Background: an optimization exercise with open tools, aiming at small area. Do not read the settings as production practice. In this exercise RTL edits were held to simulation tests only and were not proved equivalent to the original. Power figures rest on the tool's default switching activity, not on a simulated workload.

[flow/run.sh]
#!/bin/bash
# Layout flow: the standard ORFS flow (standard.sh), with the port
# buffers that global placement inserts on every input and output made of
# the platform's smallest buffer (buf_1) instead of the resizer's default
# choice. Everything else is the standard flow, unchanged.
set -euo pipefail
export BUFFER_PORTS_ARGS="-buffer_cell sky130_fd_sc_hd__buf_1"
bash standard.sh > flow_make.log 2>&1
[standard.sh]
#!/bin/bash
# synth_recipe.tcl (not shown) runs the flow's synth.tcl, then flattens the netlist and writes it again
# the make line also repeats each setting of config.mk as NAME=value (left out here)
make -C /OpenROAD-flow-scripts/flow DESIGN_CONFIG=/design/flow/config.mk WORK_HOME=/design/flow/orfs CLKGATE_MAP_FILE= SYNTH_SCRIPT=/design/flow/synth_recipe.tcl "${@:-finish}"
[config.mk]
export PLATFORM = sky130hd
export DESIGN_NAME = cwe_engine
export DESIGN_NICKNAME = cwe_engine
export VERILOG_FILES = /design/flow/design.v
export SDC_FILE = /design/flow/constraint.sdc
export NUM_CORES = 4
export LEC_CHECK = 0
export CAP_MARGIN = 0
export CORE_MARGIN = 2
export CORE_UTILIZATION = 62
export CTS_BUF_LIST = sky130_fd_sc_hd__clkbuf_16
export CTS_CLUSTER_DIAMETER = 60
export CTS_CLUSTER_SIZE = 30
export SLEW_MARGIN = 0
[constraint.sdc]
create_clock -name core_clock -period 10.0 [get_ports {clk}]
set_input_delay 2.0000 -clock core_clock [delete_from_list [all_inputs] [get_ports {clk}]]
set_output_delay 2.0000 -clock core_clock [all_outputs]
set_load 0.01 [all_outputs]
[design.v]
module cwe_table (
    input  wire [31:0] id,
    output wire        valid,       
    output wire        c03,
    output wire        c05,         
    output wire        c07,
    output wire        c10,
    output wire        c11,
    output wire        cgen         
);
    assign valid = (id[31:5] == 27'd0) && (id[4:0] < 5'd18);
    assign c03   = (id[4:0] == 5'h03);
    assign c05   = (id[4:0] == 5'h05);
    assign c07   = (id[4:0] == 5'h07);
    assign c10   = (id[4:0] == 5'h10);
    assign c11   = (id[4:0] == 5'h11);
    assign cgen  = !(c03 || c05 || c07 || c10 || c11);
endmodule
module cwe_codec (
    input  wire [31:0] reg_id,
    input  wire [31:0] value,
    input  wire        dir_write,
    input  wire [31:0] w,
    input  wire        f,
    output wire        valid_id,
    output reg  [31:0] enc_w,
    output wire        enc_f,
    output wire [31:0] x0,           
    output reg  [31:0] dec_value
);
    wire c03, c05, c07, c10, c11, cgen;
    cwe_table u_table (
        .id(reg_id), .valid(valid_id), .c03(c03), .c05(c05), .c07(c07),
        .c10(c10), .c11(c11), .cgen(cgen)
    );
    assign enc_f = c05;
    always @(*) begin
        if (!dir_write) begin
            enc_w = {8'h0E, 19'd0, reg_id[4:0]};
            if (c03) enc_w = 32'h0A030000;
            if (c05) enc_w = 32'h0C060000;
            if (c07) enc_w = 32'h0A070000;
            if (c10) enc_w = 32'h0A100000;
            if (c11) enc_w = 32'h0A110000;
        end else begin
            enc_w = {16'h0F00, value[15:0]};
            if (c03) enc_w = {20'h0B030, value[11:0]};
            if (c05) enc_w = {16'h0C86, 2'b00, value[9:0], 4'd0};
            if (c07) enc_w = {16'h0D07, value[2:0], 13'd1};
            if (c10) enc_w = {24'd0, value[7:0]};
            if (c11) enc_w = value;
        end
    end
    assign x0 = f ? {8'h0C, w[23], 7'h05, 16'h0000} : w;
    always @(*) begin
        dec_value = {16'd0, x0[15:0] & {16{!f}}};
        if (c03) dec_value = {20'd0, x0[11:0] & {12{!f}}};
        if (c05) dec_value = {22'd0, w[13:4] & {10{f}}};
        if (c07) dec_value = {29'd0, x0[15:13] & {3{!f}}};
        if (c10) dec_value = {24'd0, x0[7:0] & {8{!f}}};
        if (c11) dec_value = x0;
    end
endmodule
module cwe_engine (
    input  wire        clk,
    input  wire        rst,             
    input  wire        req_valid,
    output wire        req_ready,
    input  wire [3:0]  req_op,
    input  wire        req_dir,         
    input  wire [31:0] req_a0,
    input  wire [31:0] req_a1,
    output wire        res_valid,
    output wire [3:0]  res_status,
    output wire [31:0] res_value,
    output wire [31:0] res_x1,
    output wire        res_len8,
    output wire [7:0]  res_terr,
    output wire        t_req_valid,
    output wire [1:0]  t_req_kind,      
    output wire [31:0] t_req_word,      
    output wire [15:0] t_req_len,       
    input  wire        t_ack,
    input  wire        t_err,
    input  wire [7:0]  t_errcode,
    input  wire [31:0] t_rdata,
    output wire        p_resume_req,    
    input  wire        p_done,
    input  wire        p_ok,
    output wire        p_release,       
    input  wire        completion,
    input  wire        cmode,           
    input  wire        tick,
    input  wire [31:0] now,
    output reg  [31:0] last_resp,
    output reg  [31:0] last_ts,
    output reg         last_valid
);
    localparam [15:0] OPC_WDB = 16'h0A01;
    reg s_idle;      
    reg s_resume;    
    reg s_enc;       
    reg s_loadw;     
    reg s_sendx;     
    reg s_wait;      
    reg s_exd;       
    reg s_send2;     
    reg s_send3;     
    reg s_dlyr;      
    reg s_dlyc;      
    reg s_wbend;     
    reg s_msh;       
    reg s_fin;       
    reg [3:0]  op;       
    reg        lane;
    reg        cseen;
    reg [1:0]  ackcnt;
    reg [31:0] r0, r1;
    reg [31:0] w;
    reg        f;
    reg [21:0] m;
    reg        mz, mc;   
    reg [12:0] t;
    wire s_call = s_sendx | s_send2 | s_send3;
    wire        c_valid, c_f;
    wire [31:0] c_w, c_x0, c_dec;
    cwe_codec u_codec (
        .reg_id(r0), .value(r1), .dir_write(op[1]), .w(w), .f(f),
        .valid_id(c_valid), .enc_w(c_w), .enc_f(c_f), .x0(c_x0), .dec_value(c_dec)
    );
    wire        partial = (m == r1[31:10]);
    wire        wbdone  = partial && (r1[9:0] == 10'd0);
    wire        ack_ok  = (t_rdata == 32'h0000010A);    
    wire        resp_ok = (r0[31:16] == OPC_WDB);
    wire t5000 = t[12] & t[9] & t[8] & t[7] & t[3];
    wire t22   = t[4] & t[2] & t[1];    
    wire t32   = t[5];                  
    wire t2    = t[1];
    wire done_wait = !cmode || cseen || completion;
    wire op_ex  = !op[2] && (op[1:0] == 2'd0);
    wire op_wb  = !op[2] && (op[1:0] == 2'd3);
    wire op_reg = !op[2] && (op[1] ^ op[0]);
    wire op_dec = op[2] && op[0];
    assign req_ready    = s_idle;
    assign res_valid    = s_fin;
    assign res_status   = t[11:8];
    assign res_value    = r0;
    assign res_x1       = f ? w : 32'd0;
    assign res_len8     = f;
    assign res_terr     = t[7:0];
    assign t_req_valid  = s_call;
    assign t_req_kind   = {s_send2 | s_send3, s_send3 | (s_sendx & op_wb)};
    assign t_req_word   = r0;
    assign t_req_len    = s_send3 ? 16'd4 : {5'd0, !partial, partial ? r1[9:0] : 10'd0};
    assign p_resume_req = s_resume;
    assign p_release    = s_fin && op[3] && !op[2] && (t[11:8] != 4'd5);
    wire req_unsup = req_op[2] && (req_op[3] || !req_op[1]);
    wire acc       = s_idle && req_valid;
    wire acc_body  = acc && !req_op[3] && !req_unsup;    
    wire pok       = s_resume && p_done && p_ok;
    wire ack       = t_ack && !t_err;
    wire ev_pfail  = s_resume && p_done && !p_ok;
    wire ev_inv    = s_enc && !c_valid;
    wire ev_terr   = s_call && t_ack && t_err;
    wire ev_tout   = s_wait && !done_wait && t5000;
    wire ev_proto  = s_exd && op_wb && !resp_ok;
    wire ev_ackto  = s_send3 && ack && !ack_ok && ackcnt[1];
    wire lane1     = s_exd && op_reg && f && !lane;
    wire chunk_ok  = s_send3 && ack && ack_ok;
    wire b_sendx = (acc_body && req_op[2:0] == 3'd0) || (pok && op[1:0] == 2'd0);
    wire b_wb    = (acc_body && req_op[2:0] == 3'd3) || (pok && op[1:0] == 2'd3);
    wire b_enc   = (acc_body && (req_op[2] || (req_op[1] ^ req_op[0]))) ||
                   (pok && (op[1] ^ op[0]));
    wire n_fin = (acc && req_unsup) || ev_pfail || ev_inv || (s_loadw && op[2]) ||
                 ev_terr || ev_tout || (s_exd && (op_ex || ev_proto || (op_reg && !(f && !lane)))) ||
                 ev_ackto || s_wbend;
    wire ld_a0  = s_idle;
    wire ld_rd  = s_call && t_ack;
    wire ld_cw  = s_loadw;
    wire ld_m   = (s_exd && op_wb) || s_wbend;       
    wire ld_lo  = s_wbend || (s_dlyc && partial);   
    wire ld_cmd = s_dlyc;                           
    wire [31:0] c_word = op_dec ? c_dec : (op[2] || !lane) ? c_x0 : w;
    wire [31:0] rd     = t_rdata;
    wire [31:0] r0_d =
          ({32{ld_a0}} & req_a0)
        | ({32{ld_rd}} & rd)
        | ({32{ld_cw}} & c_word)
        | ({32{ld_m}}  & {m, 10'd0})
        | ({32{ld_lo}} & {22'd0, r1[9:0]})
        | ({32{ld_cmd}} & {OPC_WDB, 5'd0, !partial, 10'd0})
        | ({{16{!r0_en_hi}}, {16{!r0_en_lo}}} & r0);
    wire r0_en_lo = ld_a0 || ld_rd || ld_cw || ld_m || s_dlyc;
    wire r0_en_hi = r0_en_lo || (s_exd && op_reg);
    wire [3:0] st_d = {acc && req_unsup,
                       ev_pfail || ev_terr || ev_ackto,
                       ev_terr || ev_tout || ev_proto,
                       ev_pfail || ev_inv || ev_terr || ev_proto};
    always @(posedge clk) begin
        if (s_idle) begin
            r1 <= req_a1;
            op <= {req_op[3:2], (req_op == 4'h6) ? req_dir : req_op[1], req_op[0]};
        end
        if ((s_wait || s_dlyr || s_dlyc || s_msh) && !n_fin)
            t <= t + {12'd0, tick || s_msh};
        else
            t <= {1'b0, st_d, t_errcode & {8{ev_terr}}};
        cseen <= (s_sendx && (cseen || completion)) || (s_wait && cseen);
        if (s_msh && !t22) begin
            m  <= {(m[0] ^ mc) & !mz, m[21:1]};
            mc <= m[0] & mc;
        end
        if (b_wb || chunk_ok) begin
            mz <= b_wb;
            mc <= 1'b1;
        end
        if (s_idle || lane1)
            lane <= !s_idle;
        if (s_send2 || (s_send3 && ack && !ack_ok))
            ackcnt <= (ackcnt + 2'd1) & {2{!s_send2}};
        r0 <= r0_d;
        if (s_enc && c_valid && !op_dec) begin
            w <= c_w;
            f <= c_f;
        end
        if (s_wait && done_wait) begin
            last_resp  <= r0;
            last_ts    <= now;
            last_valid <= 1'b1;
        end
        s_idle   <= s_fin || (s_idle && !req_valid);
        s_resume <= (acc && req_op[3] && !req_unsup) || (s_resume && !p_done);
        s_enc    <= b_enc;
        s_loadw  <= (s_enc && c_valid) || lane1;
        s_sendx  <= b_sendx || (s_loadw && !op[2]) || (s_sendx && !t_ack) ||
                    (s_dlyc && !wbdone && t32);
        s_wait   <= (s_sendx && ack && !r0[28]) || (s_wait && !done_wait && !t5000);
        s_exd    <= (s_sendx && ack && r0[28]) || (s_wait && done_wait);
        s_send2  <= (s_exd && op_wb && resp_ok) || (s_send2 && !t_ack);
        s_send3  <= (s_send2 && ack) || (s_dlyr && t2) || (s_send3 && !t_ack);
        s_dlyr   <= (s_send3 && ack && !ack_ok && !ackcnt[1]) || (s_dlyr && !t2);
        s_msh    <= b_wb || (chunk_ok && !partial) || (s_msh && !t22);
        s_dlyc   <= (s_msh && t22) || (s_dlyc && !wbdone && !t32);
        s_wbend  <= (chunk_ok && partial) || (s_dlyc && wbdone);
        s_fin    <= n_fin;
        if (rst) begin
            s_idle   <= 1'b1;
            s_resume <= 1'b0;
            s_enc    <= 1'b0;
            s_loadw  <= 1'b0;
            s_sendx  <= 1'b0;
            s_wait   <= 1'b0;
            s_exd    <= 1'b0;
            s_send2  <= 1'b0;
            s_send3  <= 1'b0;
            s_dlyr   <= 1'b0;
            s_dlyc   <= 1'b0;
            s_wbend  <= 1'b0;
            s_msh    <= 1'b0;
            s_fin    <= 1'b0;
            last_valid <= 1'b0;
        end
    end
endmodule
==> results of run 1 <==
## cell usage after synthesis (8+ instances only)
master / count
dfxtp_1: 62
buf_4: 50
nor2_1: 41
ha_1: 8
clkbuf_1: 23
nand3_1: 18
xor2_1: 27
o21ai_0: 16
a222oi_1: 29
o21ai_1: 8
a21oi_1: 30
edfxtp_1: 159
nand4_1: 11
inv_1: 25
and2_1: 52
nor3_1: 17
a221o_1: 19
a22oi_1: 18
buf_2: 8
nand2_1: 68
nor4_1: 17
nor2b_1: 11
## final timing paths
path / start / end / slack (ps)
max: m[1] / t_req_len[0] / 5160
min: last_valid / last_valid / 510
max reg2reg: op[1] / t[9] / 6640
min reg2reg: last_valid / last_valid / 510
## layout make-up
type | count | area [µm²] | area share
Tap cell | 216 | 270 | 0.0234
Clock buffer | 15 | 375 | 0.0325
Multi-Input combinational cell | 499 | 3370 | 0.292
Timing Repair Buffer | 346 | 1310 | 0.114
Inverter | 26 | 97.6 | 0.00846
Sequential cell | 221 | 6020 | 0.522
Clock inverter | 9 | 96.3 | 0.00835
## layer usage
layer	share of wire	vias to the layer above	global-route usage
met3	0.099	66	0.0472
met2	0.47	571	0.498
met4	0.032	0	0.106
li1	-	3643	-
met1	0.40	3825	0.448
met5	0	-	0
## critical path, stage by stage, from the launching register on
cell	delay (ps)
edfxtp_1	510
xor2_1	200
nor4_1	350
nand4_1	420
nor3_2	510
and2_1	200
buf_1	170
## power groups by stage
stage | Sequential (mW) | Clock, mW | Combinational, mW
final | 1.08 | 0.611 | 0.181
after global routing | 1.09 | 0.647 | 0.200
after CTS | 1.08 | 0.617 | 0.179
after detailed placement | 1.10 | 0 | 0.178
after global placement | 1.10 | 0 | 0.176
after floorplan | 1.08 | 0 | 0.129
## logic make-up after synthesis
| kind of cell | after synthesis |
|---|---|
| simple gates | 278 |
| compound gates | 168 |
| flops | 221 |
| buf+inv | 112 |
| mux | 6 |
| fa+ha+maj | 8 |
| xor+xnor | 34 |
| other cells | 1 |
## through the flow
stage	instance area [µm²]	cells	hold WS (ps)
3_5_place_dp	11100	1308	476
4_1_cts	11500	1332	510
2_1_floorplan	10000	832	449
3_3_place_gp	11100	1308	465
5_1_grt	11500	1332	535
6_report	11500	1332	508
==> summary.txt, run 1 <==
MaxCap Viol Count = 0
Setup Skew = 12.8 ps
Root Driver = clkbuf_16
Place WS = 5650 ps
Ant. Diodes = 0
post-synthesis xor/xnor area fraction = 0.0298
simple logic cell fraction of the synthesized area = 0.153
worst hold path cell count = 2
sw frac = 0.260
post-synth top area share = 0.478
1st-pass router iterations = 8
first-pass GRT wire length = 40600 µm
PostCTS Resize Cnt = 0
CTS tree = yes
Max Clk Rate = 207 MHz
final worst path period share = 0.484
fin worst setup slack = 5160 ps
Starting Density = 0.632
combinational power share = 0.097
CTS sink cnt = 221
Hold Fails Final Rpt = 0
Worst Path Required = 8000 ps
all-layer global routing usage = 0.314
Post-Syn Instances = 828
Num CTS Buffers = 14
hold crit path type = flip-flop to flip-flop
grt total ovfl = 0
sequential power share = 0.577
vias in the first global route = 7129
main combinational cell family by area after synthesis = simple AND/OR/NAND/NOR gates
Seq cells post-synth = 221
post-synthesis area per instance = 12.1 µm²
Slew Limit Fails = 0
top cells by area, synth = edfxtp_1 (48%), dfxtp_1 (12%), buf_4 (3.8%), and2_1 (3.3%), a222oi_1 (2.9%)
post-synthesis mux area share = 0.00613
row count = 46
crit start category = flip-flop
core region area = 0.0158 mm²
initial DRC count = 1149
Mapped Area = 0.0100 mm²
commonest non-fill, non-tap cell in the layout = buf_1
CTS max path bufs = 3
Post-Synth Adder-Cell Area = 0.0100
worst rel slew slack = 0.229
Tmin final = 4840 ps
die height = 131 µm
area grow syn2layout = 15.4%
antenna-violating nets left = 0
peak supply drop = 170 µV
FFs w/ async S/R, synth = 0
critical path class = flip-flop to output pin
Post-Route WL = 28200 µm
routed via count = 8105
Critical Path Fanout Max = 9
Layout Utilization = 0.729
PwrDens = 162 mW/mm²
Synth area leader = edfxtp_1
dpl hpwl = 21100 µm
post-DR vias/cell = 6.08
total power = 1.87 mW
initial antenna violation count = 0
Worst Setup End Kind = output pin
Top FF cell, synth = edfxtp_1
Clock Latency Late Sink = 480 ps
share of layout cells above drive strength 1 = 0.0502
leak pwr = 3.88 nW
register area share after synthesis = 0.602
final net count = 1267
Die X-Extent = 131 µm
status = finished clean
H-tree depth = 1
synth unique cells = 73
number of flops mapped to enable cells by yosys = 159
arrival time worst endpoint = 2840 ps
post-synthesis compound-gate area fraction = 0.134
die footprint = 0.0172 mm²
commonest non-fill, non-tap cells in the layout = buf_1 (342), edfxtp_1 (159), nand2_1 (68)
largest net degree at the start of global routing = 73
Port Buf Inserts = 342
final setup violation count = 0
setup TNS = 0 ps
synth warn = 2
r2r worst-path depth = 7
drt wl/cell = 21.1 µm
switching pwr = 487 µW
Slew @ Worst Pin = 1160 ps
gpl congestion = 0.885
P_int = 1.39 mW
Fill cells = 1179
Clk pwr share = 0.326
postcts setup bufs = 0
RSZ-0062 raised after global routing = no
num ports = 348
DR DRC count = 0
cts hold-fix bufs = 0
clk slew on worst S/H paths = 100 ps
==> run 2, diff against run 1 <==
--- a/config.mk
+++ b/config.mk
@@ -7,3 +7,3 @@
 export LEC_CHECK = 0
-export CAP_MARGIN = 0
+export CAP_MARGIN = 20
 export CORE_MARGIN = 2
@@ -13,2 +13,2 @@
 export CTS_CLUSTER_SIZE = 30
-export SLEW_MARGIN = 0
+export SLEW_MARGIN = 20
==> run 2 against run 1 <==
Effect of this change: cell count unchanged; clock skew about the same; die area unchanged; clock power about the same; utilization about the same; sequential share of layout area about the same; count of clock-buffer cells in the layout unchanged; global-route usage unchanged; worst hold slack unchanged; routed wire length unchanged; first-iteration DRC count unchanged; combinational power about the same.
==> summary.txt, run 2 <==
area of the multi-input gates = 0.00337 mm² (about the same)
Critical Path Fanout Max = 9 (unchanged)
combinational power share = 0.097 (about the same)
postcts setup bufs = 0 (unchanged)
cts hold-fix bufs = 0 (unchanged)
commonest non-fill, non-tap cell in the layout = buf_1
number of flops mapped to enable cells by yosys = 159 (unchanged)
Post-Synth Adder-Cell Area = 0.0100 (unchanged)
CTS sink cnt = 221 (unchanged)
initial DRC count = 1149 (unchanged)
Worst Path Required = 8000 ps (about the same)
leak pwr = 3.88 nW (about the same)
Num CTS Buffers = 14 (unchanged)
Root Driver = clkbuf_16
Post-Route WL = 28200 µm (unchanged)
synth unique cells = 73 (unchanged)
WL met2 = 13300 µm (about the same)
antenna-violating nets left = 0 (unchanged)
Hold Fails Final Rpt = 0 (unchanged)
P_int = 1.39 mW (unchanged)
routed via count = 8104 (-0.012%)
gpl congestion = 0.885 (unchanged)
main combinational cell family by area after synthesis = simple AND/OR/NAND/NOR gates
share of layout cells above drive strength 1 = 0.0511 (+0.000896)
PostCTS Resize Cnt = 0 (unchanged)
post-synthesis compound-gate area fraction = 0.134 (unchanged)
setup TNS = 0 ps (unchanged)
Starting Density = 0.632 (unchanged)
post-synthesis mux area share = 0.00613 (unchanged)
post-DR vias/cell = 6.08 (about the same)
commonest non-fill, non-tap cells in the layout = buf_1 (342), edfxtp_1 (159), nand2_1 (68)
met3 wire len = 2780 µm (-0.57%)
Clk pwr share = 0.326 (about the same)
PwrDens = 162 mW/mm² (about the same)
status = finished clean
Tmin final = 4840 ps (+3.96 ps)
Mapped Area = 0.0100 mm² (unchanged)
post-synthesis area per instance = 12.1 µm² (unchanged)
die height = 131 µm (unchanged)
CTS max path bufs = 3 (unchanged)
Die X-Extent = 131 µm (unchanged)
row count = 46 (unchanged)
worst rel slew slack = 0.314 (+0.0857)
M1 WL = 11200 µm (+0.19%)
initial antenna violation count = 0 (unchanged)
simple logic cell fraction of the synthesized area = 0.153 (unchanged)
Top FF cell, synth = edfxtp_1
num ports = 348 (unchanged)
peak supply drop = 170 µV (about the same)
MaxCap Viol Count = 0 (unchanged)
H-tree depth = 1 (unchanged)
grt total ovfl = 0 (unchanged)
Port Buf Inserts = 342 (unchanged)
Slew Limit Fails = 0 (unchanged)
1st-pass router iterations = 8 (unchanged)
sequential power share = 0.577 (about the same)
DR top layer = met4
Reg area = 0.00602 mm² (unchanged)
switching pwr = 487 µW (about the same)
Post-Syn Instances = 828 (unchanged)
Fill cells = 1181 (+0.17%)
most instantiated cells after synthesis = edfxtp_1 (159), nand2_1 (68), dfxtp_1 (62), and2_1 (52), buf_4 (50)
RSZ-0062 raised after global routing = no
area grow syn2layout = 15.4% (about the same)
synth warn = 2 (unchanged)
DR DRC count = 0 (unchanged)
CTS tree = yes
die footprint = 0.0172 mm² (unchanged)
drt wl/cell = 21.1 µm (unchanged)
register area share after synthesis = 0.602 (unchanged)
critical path class = flip-flop to output pin
vias in the first global route = 7129 (unchanged)
arrival time worst endpoint = 2840 ps (about the same)
dpl hpwl = 21100 µm (unchanged)
sw frac = 0.260 (about the same)
final net count = 1267 (unchanged)
core region area = 0.0158 mm² (unchanged)
all-layer global routing usage = 0.314 (unchanged)
Slew @ Worst Pin = 1020 ps (-134 ps)
Ant. Diodes = 0 (unchanged)
top cells by area, synth = edfxtp_1 (48%), dfxtp_1 (12%), buf_4 (3.8%), and2_1 (3.3%), a222oi_1 (2.9%)
largest net degree at the start of global routing = 73 (unchanged)
clk slew on worst S/H paths = 100 ps (about the same)
FFs w/ async S/R, synth = 0 (unchanged)
Worst Setup End Kind = output pin
crit start category = flip-flop
post-synth top area share = 0.478 (unchanged)
Synth area leader = edfxtp_1
Layout Utilization = 0.729 (about the same)
Max Clk Rate = 207 MHz (about the same)
Seq cells post-synth = 221 (unchanged)
hold crit path type = flip-flop to flip-flop
Setup Skew = 12.9 ps (+0.0510 ps)
post-synthesis xor/xnor area fraction = 0.0298 (unchanged)
Clock Latency Late Sink = 480 ps (about the same)
final setup violation count = 0 (unchanged)
most common cell in the netlist = edfxtp_1
first-pass GRT wire length = 40600 µm (unchanged)
final worst path period share = 0.484 (about the same)
[run 2: changes by cell type in the layout (fill, tap and decap cells not counted)]
| cell | before | now |
|---|---|---|
| and2_2 | 0 | 1 |
| and2_1 | 52 | 51 |
[run 2: worst max-delay path, cell delays in order (launching register included)]
cell,delay (ps)
edfxtp_1,510
xor2_1,200
nor4_1,350
nand4_1,420
nor3_2,510
and2_1,200
buf_1,170
[run 2: final timing paths]
kind	from	endpoint	slack [ps]	depth (start not counted)
worst max-delay path	m[1]	t_req_len[0]	5160	6
worst min-delay path	last_valid	last_valid	510	2
worst max register to register	op[1]	t[9]	6650	7
worst min register to register	last_valid	last_valid	510	2
[run 2: area by class of cell]
class                      instances  area share
sequential                       221       0.522
multi-input combinational        499       0.292
timing repair buffer             346       0.114
clock buffer                      15      0.0325
tap                              216      0.0234
inverter                          26     0.00846
clock inverter                     9     0.00835
[run 2: metrics by stage]
stage | total power [mW] | setup WS [ps] | hold slack, ps | instances | instance area (µm²)
floorplan | 1.21 | 6150 | 449 | 832 | 10000
global placement | 1.27 | 5730 | 465 | 1308 | 11100
detailed placement | 1.28 | 5650 | 476 | 1308 | 11100
CTS | 1.87 | 5190 | 510 | 1332 | 11500
global route | 1.93 | 4980 | 535 | 1332 | 11500
finish | 1.87 | 5160 | 508 | 1332 | 11500
[run 2: cells by family (layout without fill, tap and decap cells)]
group	count (synthesis)	count (layout)
muxes	6	6
xor gates and xnor gates	34	34
AOI/OAI and AO/OA	168	168
other	1	5
buffers and inverters	112	396
adders and majority gates	8	8
DFF	221	221
and+or+nand+nor	278	278
[run 2: power groups by stage]
stage / Sequential [mW] / Clock (mW) / Combinational [mW]
CTS: 1.08 / 0.617 / 0.179
finish: 1.08 / 0.611 / 0.181
global placement: 1.10 / 0 / 0.176
floorplan: 1.08 / 0 / 0.129
global route: 1.09 / 0.647 / 0.200
detailed placement: 1.10 / 0 / 0.178
[run 2: per-layer routing]
metal  up-vias  global-route usage
met3        68              0.0472
met1      3829               0.448
met5         -                   0
met4         0               0.106
li1       3642                   -
met2       565               0.498
==> run 3, diff against run 2 <==
--- a/config.mk
+++ b/config.mk
@@ -11,3 +11,3 @@
 export CTS_BUF_LIST = sky130_fd_sc_hd__clkbuf_16
-export CTS_CLUSTER_DIAMETER = 60
+export CTS_CLUSTER_DIAMETER = 100
 export CTS_CLUSTER_SIZE = 30
==> run 3 against run 2 <==
Effect of this change: die area did not move; critical path depth unchanged; critical endpoint unchanged; still clean on timing, DRC and antenna; highest routed layer unchanged; routed wire length about the same; utilization down 1.0 points; non-clock buffer count is the same; clock skew up 15 ps.
==> summary.txt, run 3 <==
arrival time worst endpoint = 2840 ps (about the same)
combinational power share = 0.103 (+0.006)
commonest non-fill, non-tap cell in the layout = buf_1
leak pwr = 3.81 nW (-1.6%)
number of flops mapped to enable cells by yosys = 159 (unchanged)
P_int = 1.30 mW (-5.9%)
post-DR vias/cell = 6.08 (-0.10%)
fin worst setup slack = 5160 ps (+5.40 ps)
Clock Latency Late Sink = 470 ps (about the same)
num ports = 348 (unchanged)
Die X-Extent = 131 µm (unchanged)
Worst Setup End Kind = output pin
share of layout cells above drive strength 1 = 0.0424 (-0.00869)
worst rel slew slack = 0.354 (+0.0392)
Root Driver = clkbuf_16
RSZ-0062 raised after global routing = no
routed via count = 8053 (-0.63%)
peak supply drop = 189 µV (+11%)
die height = 131 µm (unchanged)
dpl hpwl = 21100 µm (unchanged)
Max Clk Rate = 207 MHz (+0.11%)
Worst Path Required = 8000 ps (about the same)
core region area = 0.0158 mm² (unchanged)
PwrDens = 154 mW/mm² (-5.1%)
Clk pwr share = 0.280 (-0.046)
H-tree depth = 1 (unchanged)
Reg area = 0.00602 mm² (unchanged)
CTS tree = yes
CTS sink cnt = 221 (unchanged)
Mapped Area = 0.0100 mm² (unchanged)
CTS max path bufs = 3 (unchanged)
first-pass GRT wire length = 40600 µm (about the same)
min-delay src = w[29]
Synth area leader = edfxtp_1
post-synth top area share = 0.478 (unchanged)
postcts setup bufs = 0 (unchanged)
all-layer global routing usage = 0.314 (+0.000441)
status = finished clean
initial antenna violation count = 0 (unchanged)
Num CTS Buffers = 11 (-3)
grt total ovfl = 0 (unchanged)
vias in the first global route = 7084 (-0.63%)
drt wl/cell = 21.3 µm (+0.54%)
row count = 46 (unchanged)
area grow syn2layout = 13.8%
sequential power share = 0.616 (+0.039)
MaxCap Viol Count = 0 (unchanged)
critical path, cell by cell = xor2_1, nor4_1, nand4_1, nor3_2, and2_1, buf_1
Tmin final = 4840 ps (-5.40 ps)
Top FF cell, synth = edfxtp_1
top cells by area, synth = edfxtp_1 (48%), dfxtp_1 (12%), buf_4 (3.8%), and2_1 (3.3%), a222oi_1 (2.9%)
commonest non-fill, non-tap cells in the layout = buf_1 (342), edfxtp_1 (159), nand2_1 (68)
critical path class = flip-flop to output pin
register area share after synthesis = 0.602 (unchanged)
Place WS = 5650 ps (unchanged)
Ant. Diodes = 0 (unchanged)
clk slew on worst S/H paths = 110 ps (about the same)
Seq cells post-synth = 221 (unchanged)
RR Endpoint = t[9]
Layout Utilization = 0.719 (-0.00996)
largest net degree at the start of global routing = 73 (unchanged)
worst hold path cell count = 2 (unchanged)
area of the multi-input gates = 0.00337 mm² (unchanged)
setup TNS = 0 ps (unchanged)
crit start category = flip-flop
Hold Fails Final Rpt = 0 (unchanged)
Hold EP = r0[29]
most common cell in the netlist = edfxtp_1
Post-Route WL = 28200 µm (about the same)
DR DRC count = 0 (unchanged)
Crit. Startpoint = m[1]
antenna-violating nets left = 0 (unchanged)
gpl congestion = 0.885 (unchanged)
Setup Skew = 27.8 ps (+14.9 ps)
Slew @ Worst Pin = 964 ps (-58.5 ps)
critical path's slowest cell = nor3_2
post-synthesis area per instance = 12.1 µm² (unchanged)
Critical Path Fanout Max = 9 (unchanged)
Fill cells = 1196 (+1.3%)
Starting Density = 0.632 (unchanged)
R2R Setup Slk = 6610 ps (-40 ps)
switching pwr = 449 µW (-7.8%)
final net count = 1264 (-0.24%)
sw frac = 0.256 (-0.00395)
r2r worst-path depth = 7 (unchanged)
PostCTS Resize Cnt = 0 (unchanged)
Post-Syn Instances = 828 (unchanged)
total power = 1.75 mW (-6.4%)
1st-pass router iterations = 8 (unchanged)
hold crit path type = flip-flop to flip-flop
Max stage delay on crit path = 520 ps (about the same)
FFs w/ async S/R, synth = 0 (unchanged)
Reg-to-Reg Start = op[1]
Port Buf Inserts = 342 (unchanged)
Slew Limit Fails = 0 (unchanged)
cts hold-fix bufs = 0 (unchanged)
synth unique cells = 73 (unchanged)
final worst path period share = 0.484 (-0.000540)
synth warn = 2 (unchanged)
most instantiated cells after synthesis = edfxtp_1 (159), nand2_1 (68), dfxtp_1 (62), and2_1 (52), buf_4 (50)
final setup violation count = 0 (unchanged)
initial DRC count = 1054 (-8.3%)
die footprint = 0.0172 mm² (unchanged)
[run 3: changes by cell type in the layout (fill, tap and decap cells not counted)]
cell and change:
clkbuf_16 -4, inv_1 +3, clkinv_8 -2, clkinv_4 -1, clkinvlp_4 -1, inv_12 -1
inv_2 -1
[run 3: logic make-up after synthesis]
group	synth area share
AND/OR/NAND/NOR	0.153
flip-flops	0.602
AO/OA/AOI/OAI	0.134
buffers and inverters	0.0648
XOR/XNOR	0.0298
adder cells (fa/ha/maj)	0.0100
multiplexers	0.00613
other	0.000375
[run 3: power by group through the flow]
stage	logic (mW)	clock network, mW	registers (mW)
2_1_floorplan	0.129	0	1.08
3_3_place_gp	0.176	0	1.10
3_5_place_dp	0.178	0	1.10
4_1_cts	0.179	0.497	1.08
5_1_grt	0.200	0.522	1.09
6_report	0.181	0.492	1.08
[run 3: critical path: cells and delay by family (launching register included)]
kind | cells | cell delay, ps
XOR/XNOR | 1 | 200
buffers and inverters | 1 | 170
flip-flops | 1 | 510
AND/OR/NAND/NOR | 4 | 1480
[run 3: area by class of cell]
class	count	share of cell area
clock buffers	11	0.0242
flip-flops and latches	221	0.529
well taps	216	0.0237
inverters	26	0.00858
repair buffers	346	0.115
clock inverters	6	0.00341
multi-input cells	499	0.296
[run 3: worst max-delay path by stage]
stage | cells after the start | slack, ps | to
2_1_floorplan | 4 | 6150 | last_resp[0]
3_3_place_gp | 6 | 5730 | r0[19]
3_5_place_dp | 6 | 5650 | r0[22]
4_1_cts | 6 | 5190 | t_req_len[0]
5_1_grt | 6 | 4980 | t_req_len[1]
6_report | 6 | 5160 | t_req_len[0]
[run 3: per-stage QoR]
step | cell area [µm²] | hold WS [ps] | instances
2_1_floorplan | 10000 | 449 | 832
3_3_place_gp | 11100 | 465 | 1308
3_5_place_dp | 11100 | 476 | 1308
4_1_cts | 11400 | 514 | 1325
5_1_grt | 11400 | 529 | 1325
6_report | 11400 | 516 | 1325
[run 3: routing by layer]
layer  vias up  track usage  share of wire
met4         0       0.0970          0.033
met3        58       0.0489          0.099
met2       541        0.495           0.47
li1       3634            -              -
met5         -            0              0
met1      3820        0.454           0.40
==> run 4, diff against run 3 <==
--- a/design.v
+++ b/design.v
@@ -99,16 +99,17 @@
     localparam [15:0] OPC_WDB = 16'h0A01;
-    reg s_idle;      
-    reg s_resume;    
-    reg s_enc;       
-    reg s_loadw;     
-    reg s_sendx;     
-    reg s_wait;      
-    reg s_exd;       
-    reg s_send2;     
-    reg s_send3;     
-    reg s_dlyr;      
-    reg s_dlyc;      
-    reg s_wbend;     
-    reg s_msh;       
-    reg s_fin;       
+    reg [3:0] st;
+    wire s_idle   = (st == 4'b0000);   
+    wire s_resume = (st == 4'b0001);   
+    wire s_enc    = (st == 4'b0010);   
+    wire s_loadw  = (st == 4'b0011);   
+    wire s_exd    = (st == 4'b0100);   
+    wire s_fin    = (st == 4'b0101);   
+    wire s_wbend  = (st == 4'b0110);   
+    wire s_wait   = (st == 4'b1000);   
+    wire s_dlyr   = (st == 4'b1001);   
+    wire s_dlyc   = (st == 4'b1010);   
+    wire s_msh    = (st == 4'b1011);   
+    wire s_sendx  = (st == 4'b1100);   
+    wire s_send2  = (st == 4'b1101);   
+    wire s_send3  = (st == 4'b1110);   
     reg [3:0]  op;       
@@ -198,2 +199,15 @@
                        ev_pfail || ev_inv || ev_terr || ev_proto};
+    wire n_resume = (acc && req_op[3] && !req_unsup) || (s_resume && !p_done);
+    wire n_enc    = b_enc;
+    wire n_loadw  = (s_enc && c_valid) || lane1;
+    wire n_sendx  = b_sendx || (s_loadw && !op[2]) || (s_sendx && !t_ack) ||
+                    (s_dlyc && !wbdone && t32);
+    wire n_wait   = (s_sendx && ack && !r0[28]) || (s_wait && !done_wait && !t5000);
+    wire n_exd    = (s_sendx && ack && r0[28]) || (s_wait && done_wait);
+    wire n_send2  = (s_exd && op_wb && resp_ok) || (s_send2 && !t_ack);
+    wire n_send3  = (s_send2 && ack) || (s_dlyr && t2) || (s_send3 && !t_ack);
+    wire n_dlyr   = (s_send3 && ack && !ack_ok && !ackcnt[1]) || (s_dlyr && !t2);
+    wire n_msh    = b_wb || (chunk_ok && !partial) || (s_msh && !t22);
+    wire n_dlyc   = (s_msh && t22) || (s_dlyc && !wbdone && !t32);
+    wire n_wbend  = (chunk_ok && partial) || (s_dlyc && wbdone);
     always @(posedge clk) begin
@@ -230,32 +244,8 @@
         end
-        s_idle   <= s_fin || (s_idle && !req_valid);
-        s_resume <= (acc && req_op[3] && !req_unsup) || (s_resume && !p_done);
-        s_enc    <= b_enc;
-        s_loadw  <= (s_enc && c_valid) || lane1;
-        s_sendx  <= b_sendx || (s_loadw && !op[2]) || (s_sendx && !t_ack) ||
-                    (s_dlyc && !wbdone && t32);
-        s_wait   <= (s_sendx && ack && !r0[28]) || (s_wait && !done_wait && !t5000);
-        s_exd    <= (s_sendx && ack && r0[28]) || (s_wait && done_wait);
-        s_send2  <= (s_exd && op_wb && resp_ok) || (s_send2 && !t_ack);
-        s_send3  <= (s_send2 && ack) || (s_dlyr && t2) || (s_send3 && !t_ack);
-        s_dlyr   <= (s_send3 && ack && !ack_ok && !ackcnt[1]) || (s_dlyr && !t2);
-        s_msh    <= b_wb || (chunk_ok && !partial) || (s_msh && !t22);
-        s_dlyc   <= (s_msh && t22) || (s_dlyc && !wbdone && !t32);
-        s_wbend  <= (chunk_ok && partial) || (s_dlyc && wbdone);
-        s_fin    <= n_fin;
+        st <= {n_wait | n_dlyr | n_dlyc | n_msh | n_sendx | n_send2 | n_send3,
+               n_exd | n_fin | n_wbend | n_sendx | n_send2 | n_send3,
+               n_enc | n_loadw | n_wbend | n_dlyc | n_msh | n_send3,
+               n_resume | n_loadw | n_fin | n_dlyr | n_msh | n_send2};
         if (rst) begin
-            s_idle   <= 1'b1;
-            s_resume <= 1'b0;
-            s_enc    <= 1'b0;
-            s_loadw  <= 1'b0;
-            s_sendx  <= 1'b0;
-            s_wait   <= 1'b0;
-            s_exd    <= 1'b0;
-            s_send2  <= 1'b0;
-            s_send3  <= 1'b0;
-            s_dlyr   <= 1'b0;
-            s_dlyc   <= 1'b0;
-            s_wbend  <= 1'b0;
-            s_msh    <= 1'b0;
-            s_fin    <= 1'b0;
+            st <= 4'b0000;
             last_valid <= 1'b0;
==> run 4 against run 3 <==
Effect of this change: still clean; synthesized area is 0.55% lower; worst hold slack worse by 36 ps; total power increased by 71%; non-clock buffer count grew 8; largest power group unchanged; critical endpoint is now t_req_len[4].
==> summary.txt, run 4 <==
peak supply drop = 273 µV (+45%)
Mapped Area = 0.00994 mm² (-0.55%)
CTS max path bufs = 3 (unchanged)
area grow syn2layout = 14.3%
Final Cell Area = 0.0114 mm² (about the same)
Seq cells post-synth = 211 (-4.5%)
Root Driver = clkbuf_16
row count = 46 (unchanged)
initial antenna violation count = 0 (unchanged)
fin worst setup slack = 5140 ps (-27.7 ps)
dpl hpwl = 23300 µm (+11%)
Clock Latency Late Sink = 470 ps (about the same)
setup TNS = 0 ps (unchanged)
Post-Route WL = 31100 µm (+11%)
postcts setup bufs = 0 (unchanged)
Fill cells = 1223 (+2.3%)
most common cell in the netlist = edfxtp_1
Num CTS Buffers = 11 (unchanged)
Max Clk Rate = 206 MHz (-0.57%)
RSZ-0062 raised after global routing = no
all-layer global routing usage = 0.346 (+0.0313)
Tmin final = 4860 ps (+27.7 ps)
routed via count = 8407 (+4.4%)
status = finished clean
FFs w/ async S/R, synth = 0 (unchanged)
worst rel slew slack = 0.325 (-0.0290)
vias in the first global route = 7408 (+4.6%)
Starting Density = 0.631 (-0.00119)
Worst Path Required = 8000 ps (about the same)
most instantiated cells after synthesis = edfxtp_1 (159), nand2_1 (80), buf_4 (54), dfxtp_1 (52), nor2_1 (47)
Cells after DPL = 1338 (+2.3%)
CTS sink cnt = 211 (-4.5%)
first-pass GRT wire length = 43900 µm (+8.1%)
commonest non-fill, non-tap cells in the layout = buf_1 (342), edfxtp_1 (159), nand2_1 (80)
die height = 131 µm (-0.27%)
Place WS = 5670 ps (+28.7 ps)
largest net degree at the start of global routing = 58 (-21%)
core region area = 0.0158 mm² (-0.36%)
crit start category = flip-flop
Synth area leader = edfxtp_1
final setup violation count = 0 (unchanged)
Port Buf Inserts = 342 (unchanged)
clk slew on worst S/H paths = 110 ps (about the same)
R2R Setup Slk = 6900 ps (+290 ps)
hold crit path type = flip-flop to flip-flop
PwrDens = 263 mW/mm² (+71%)
CTS tree = yes
die footprint = 0.0171 mm² (-0.53%)
PostCTS Resize Cnt = 0 (unchanged)
post-synthesis area per instance = 11.6 µm² (-3.8%)
Worst Setup End Kind = output pin
H-tree depth = 1 (unchanged)
Max stage delay on crit path = 640 ps (+120 ps)
final net count = 1294 (+2.4%)
Hold Fails Final Rpt = 0 (unchanged)
synth warn = 2 (unchanged)
Die X-Extent = 131 µm (-0.27%)
total power = 2.99 mW (+71%)
grt total ovfl = 0 (unchanged)
top cells by area, synth = edfxtp_1 (48%), dfxtp_1 (10%), buf_4 (4.1%), nand2_1 (3.0%), and2_1 (2.8%)
Non-Filler Instances = 1357 (+2.4%)
initial DRC count = 1566 (+49%)
1st-pass router iterations = 9 (+1)
Top FF cell, synth = edfxtp_1
Slew Limit Fails = 0 (unchanged)
cts hold-fix bufs = 0 (unchanged)
post-DR vias/cell = 6.20 (+1.9%)
critical path, cell by cell = xnor2_1, nand4_1, nor4_1, and2_1, and3_1, buf_1
antenna-violating nets left = 0 (unchanged)
drt wl/cell = 22.9 µm (+7.9%)
final worst path period share = 0.486 (+0.00277)
share of layout cells above drive strength 1 = 0.0421 (-0.000238)
Setup Skew = 19.1 ps (-8.67 ps)
commonest non-fill, non-tap cell in the layout = buf_1
number of flops mapped to enable cells by yosys = 159 (unchanged)
Critical Path Fanout Max = 14 (+5)
critical path's slowest cell = nor4_1
critical path class = flip-flop to output pin
Slew @ Worst Pin = 1010 ps (+43.3 ps)
post-synth top area share = 0.480 (+0.00264)
Post-DP Area = 0.0110 mm² (-0.24%)
DR DRC count = 0 (unchanged)
gpl congestion = 0.990 (+12%)
register area share after synthesis = 0.585 (-0.0168)
leak pwr = 3.81 nW (-0.13%)
synth unique cells = 80 (+9.6%)
Post-Syn Instances = 856 (+3.4%)
num ports = 348 (unchanged)
MaxCap Viol Count = 0 (unchanged)
arrival time worst endpoint = 2860 ps (+20 ps)
[run 4: cell count changes in the layout (fill, tap and decap cells not counted), moves of 7 or more]
cell,change
nand2_1,+12
o31ai_2,-7
a221o_1,-9
and3_1,+13
xor2_1,-21
o21ai_0,+11
dfxtp_1,-9
nand3_1,+19
a21oi_1,-9
buf_4,+8
xnor2_1,+21
[run 4: cell type report]
| cell class | instances | area, µm² | share of cell area |
|---|---|---|---|
| Antenna cell | 2 | 5.00 | 0.000440 |
| Clock buffer | 11 | 275 | 0.0242 |
| Clock inverter | 6 | 51.3 | 0.00451 |
| Inverter | 22 | 82.6 | 0.00726 |
| Multi-Input combinational cell | 535 | 3500 | 0.307 |
| Sequential cell | 211 | 5820 | 0.511 |
| Tap cell | 216 | 270 | 0.0238 |
| Timing Repair Buffer | 354 | 1370 | 0.121 |
[run 4: layer usage]
| metal | track usage | vias up | routed length [µm] |
|---|---|---|---|
| li1 | - | 3729 | - |
| met1 | 0.489 | 3945 | 11800 |
| met2 | 0.539 | 646 | 14700 |
| met3 | 0.0745 | 87 | 3580 |
| met4 | 0.111 | 0 | 1090 |
| met5 | 0 | - | 0 |
[run 4: logic make-up after synthesis]
| group | synth area share |
|---|---|
| AOI/OAI and AO/OA | 0.128 |
| xor gates and xnor gates | 0.0299 |
| adders and majority gates | 0.0101 |
| buffers and inverters | 0.0667 |
| DFF | 0.585 |
| muxes | 0.00629 |
| other | 0.000377 |
| and+or+nand+nor | 0.174 |
[run 4: path summary, 6_finish.rpt]
kind,start,to,cells after the start
worst min-delay path,last_valid,last_valid,2
worst min register to register,last_valid,last_valid,2
worst max register to register,r0[2],r0[7],6
worst max-delay path,m[9],t_req_len[4],6
[run 4: stage by stage]
stage / hold slack [ps] / utilization
after floorplan: 445 / -
after global placement: 460 / 0.700
after detailed placement: 460 / 0.700
after CTS: 486 / 0.721
after global routing: 525 / 0.721
final: 480 / 0.721
[run 4: critical path, delay by kind of cell, from the launching register on]
kind                   cells  cell delay [ps]
XOR/XNOR                   1              200
buffers and inverters      1              150
flip-flops                 1              480
AND/OR/NAND/NOR            4             1550
[run 4: power breakdown]
part	switching, mW	total (mW)	internal (mW)
registers	0.262	1.46	1.20
clock network	0.276	0.487	0.211
logic	0.668	1.05	0.382
total	1.21	2.99	1.79
==> run 5, diff against run 4 <==
--- a/config.mk
+++ b/config.mk
@@ -11,3 +11,3 @@
 export CTS_BUF_LIST = sky130_fd_sc_hd__clkbuf_16
-export CTS_CLUSTER_DIAMETER = 100
+export CTS_CLUSTER_DIAMETER = 60
 export CTS_CLUSTER_SIZE = 30
==> run 5 against run 4 <==
Effect of this change: worst setup slack worse by 52 ps; critical path type unchanged; count of clock-buffer cells in the layout up 4; first-iteration DRC count down 11%; combinational power about the same; sequential share of layout area down 0.67 points; synthesized area unchanged; still clean; routed wire length up 0.72%; via count up 0.74%.
==> summary.txt, run 5 <==
status = finished clean
P_int = 1.87 mW (+4.5%)
postcts setup bufs = 0 (unchanged)
M1 WL = 11600 µm (-1.5%)
gpl congestion = 0.990 (unchanged)
Port Buf Inserts = 342 (unchanged)
antenna-violating nets left = 0 (unchanged)
die height = 131 µm (unchanged)
worst hold path cell count = 2 (unchanged)
area of the multi-input gates = 0.00350 mm² (unchanged)
first-pass GRT wire length = 44300 µm (+0.88%)
drt wl/cell = 23.0 µm (+0.27%)
Synth area leader = edfxtp_1
DR DRC count = 0 (unchanged)
DR top layer = met4
Hold Fails Final Rpt = 0 (unchanged)
Clock Latency Late Sink = 490 ps (+20 ps)
final net count = 1297 (+0.23%)
synth unique cells = 80 (unchanged)
Worst Path Required = 8000 ps (about the same)
sequential power share = 0.468 (-0.019)
fin worst setup slack = 5080 ps (-52.0 ps)
Tmin final = 4920 ps (+52.0 ps)
RR Endpoint = r0[7]
hold crit path type = flip-flop to flip-flop
met3 wire len = 3830 µm (+7.0%)
area grow syn2layout = 15.9%
Post-Syn Instances = 856 (unchanged)
switching pwr = 1.25 mW (+3.2%)
post-synthesis area per instance = 11.6 µm² (unchanged)
initial DRC count = 1398 (-11%)
critical path class = flip-flop to output pin
hold_ws = 466 ps (-13.9 ps)
arrival time worst endpoint = 2920 ps (+60 ps)
RSZ-0062 raised after global routing = no
number of flops mapped to enable cells by yosys = 159 (unchanged)
post-synth top area share = 0.480 (unchanged)
Critical Path Fanout Max = 14 (unchanged)
die footprint = 0.0171 mm² (unchanged)
Root Driver = clkbuf_16
top cells by area, synth = edfxtp_1 (48%), dfxtp_1 (10%), buf_4 (4.1%), nand2_1 (3.0%), and2_1 (2.8%)
row count = 46 (unchanged)
final setup violation count = 0 (unchanged)
setup TNS = 0 ps (unchanged)
FFs w/ async S/R, synth = 0 (unchanged)
r2r worst-path depth = 6 (unchanged)
initial antenna violation count = 0 (unchanged)
Post-Route WL = 31400 µm (+0.72%)
leak pwr = 3.87 nW (+1.6%)
dpl hpwl = 23300 µm (unchanged)
vias in the first global route = 7483 (+1.0%)
Die X-Extent = 131 µm (unchanged)
Setup Skew = 29.1 ps (+9.99 ps)
Place WS = 5670 ps (unchanged)
peak supply drop = 212 µV (-22%)
cts hold-fix bufs = 0 (unchanged)
num ports = 348 (unchanged)
Clk pwr share = 0.194 (+0.031)
combinational power share = 0.338 (-0.013)
H-tree depth = 1 (unchanged)
all-layer global routing usage = 0.349 (+0.00359)
Fill cells = 1208 (-1.2%)
Starting Density = 0.631 (unchanged)
worst rel slew slack = 0.305 (-0.0196)
Max Clk Rate = 203 MHz (-1.1%)
R2R Setup Slk = 6960 ps (+60 ps)
routed via count = 8469 (+0.74%)
commonest non-fill, non-tap cell in the layout = buf_1
register area share after synthesis = 0.585 (unchanged)
most common cell in the netlist = edfxtp_1
CTS sink cnt = 211 (unchanged)
commonest non-fill, non-tap cells in the layout = buf_1 (342), edfxtp_1 (159), nand2_1 (80)
min-delay src = w[21]
PostCTS Resize Cnt = 0 (unchanged)
core region area = 0.0158 mm² (unchanged)
largest net degree at the start of global routing = 58 (unchanged)
Hold EP = r0[21]
Worst Setup End Kind = output pin
grt total ovfl = 0 (unchanged)
share of layout cells above drive strength 1 = 0.0497 (+0.00760)
synth warn = 2 (unchanged)
Reg-to-Reg Start = r0[2]
Mapped Area = 0.00994 mm² (unchanged)
final worst path period share = 0.492 (+0.00520)
Slew Limit Fails = 0 (unchanged)
WL met2 = 14800 µm (+0.63%)
crit start category = flip-flop
sw frac = 0.400 (-0.00294)
Slew @ Worst Pin = 1040 ps (+29.2 ps)
most instantiated cells after synthesis = edfxtp_1 (159), nand2_1 (80), buf_4 (54), dfxtp_1 (52), nor2_1 (47)
PwrDens = 270 mW/mm² (+2.6%)
MaxCap Viol Count = 0 (unchanged)
post-DR vias/cell = 6.21 (+0.29%)
CTS tree = yes
Num CTS Buffers = 14 (+3)
Top FF cell, synth = edfxtp_1
CTS max path bufs = 3 (unchanged)
Seq cells post-synth = 211 (unchanged)
Reg area = 0.00582 mm² (unchanged)
clk slew on worst S/H paths = 110 ps (about the same)
1st-pass router iterations = 12 (+3)
run 5: cell counts after synthesis:
No cell type changed its count.
run 5: cell type report:
cell class                      instances  area share
Antenna cell                            1    0.000217
Clock buffer                           15      0.0326
Clock inverter                          9     0.00912
Inverter                               22     0.00717
Multi-Input combinational cell        535       0.303
Sequential cell                       211       0.505
Tap cell                              216      0.0235
Timing Repair Buffer                  354       0.119
run 5: cell families after synthesis:
group | synth area share
DFF | 0.585
adders and majority gates | 0.0101
xor gates and xnor gates | 0.0299
AOI/OAI and AO/OA | 0.128
other | 0.000377
buffers and inverters | 0.0667
muxes | 0.00629
and+or+nand+nor | 0.174
run 5: layer usage:
metal / track usage / vias up
met2: 0.537 / 636
met5: 0 / -
met1: 0.484 / 4009
met3: 0.0851 / 84
li1: - / 3740
met4: 0.136 / 0
run 5: through the flow:
stage | area (µm²) | total power, mW | cells | utilization
finish | 11500 | 3.11 | 1363 | 0.731
global route | 11500 | 3.25 | 1362 | 0.730
CTS | 11500 | 3.09 | 1362 | 0.730
detailed placement | 11000 | 2.49 | 1338 | 0.700
global placement | 11000 | 2.48 | 1338 | 0.700
floorplan | 9960 | 2.18 | 860 | -
run 5: worst max path at each step:
| stage | depth (start not counted) | start | to | slack, ps |
|---|---|---|---|---|
| 2_1_floorplan | 2 | cmode | last_resp[0] | 4420 |
| 3_3_place_gp | 6 | r1[14] | t_req_len[7] | 5730 |
| 3_5_place_dp | 6 | m[9] | t_req_len[4] | 5670 |
| 5_1_grt | 6 | m[9] | t_req_len[7] | 4970 |
| 4_1_cts | 6 | m[0] | t_req_len[4] | 5160 |
| 6_report | 6 | m[0] | t_req_len[9] | 5080 |
run 5: critical path, cell delays in order (launching register included):
cell and delay, ps:
edfxtp_1 450, xnor2_1 240, nand4_1 120, nor4_1 710
and2_1 540, and3_1 230, buf_1 150
run 5: power groups by stage:
| stage | clock network (mW) | logic [mW] | registers, mW |
|---|---|---|---|
| 2_1_floorplan | 0 | 0.785 | 1.39 |
| 3_3_place_gp | 0 | 1.02 | 1.46 |
| 3_5_place_dp | 0 | 1.03 | 1.47 |
| 4_1_cts | 0.609 | 1.03 | 1.45 |
| 5_1_grt | 0.637 | 1.13 | 1.48 |
| 6_report | 0.604 | 1.05 | 1.46 |

## separate check: timing with driven ports
Ports are ideal in the flow. The routed layouts listed here were re-timed in OpenROAD.
Step 1 sets driving cells, clkbuf_16 on the clock port and buf_2 on the other inputs (assumed; they add their load-dependent delay and slew).
Step 2 times the ports against the registers' clock, not the clock port: input delays grow and output delays shrink by t, the midpoint of the rising clock arrivals with the driver on.
Three values: no drivers, after step 1, after step 2; two values: the first two.
run	t, ns	setup WS [ns]	hold WS [ns]	worst setup path at the end	latest minus earliest clock arrival (ns)
run 1	0.520	5.161 / 5.118 / 5.637	0.508 / 0.508 / 0.508	register to output	0.017 / 0.017
run 2	0.520	5.158 / 5.114 / 5.633	0.508 / 0.508 / 0.508	register to output	0.017 / 0.017
run 3	0.506	5.163 / 5.118 / 5.624	0.516 / 0.516 / 0.516	register to output	0.028 / 0.028
run 4	0.502	5.135 / 5.095 / 5.596	0.480 / 0.480 / 0.480	register to output	0.022 / 0.021
run 5	0.522	5.083 / 5.039 / 5.561	0.466 / 0.466 / 0.466	register to output	0.029 / 0.029
After both steps every run listed still meets setup and hold.
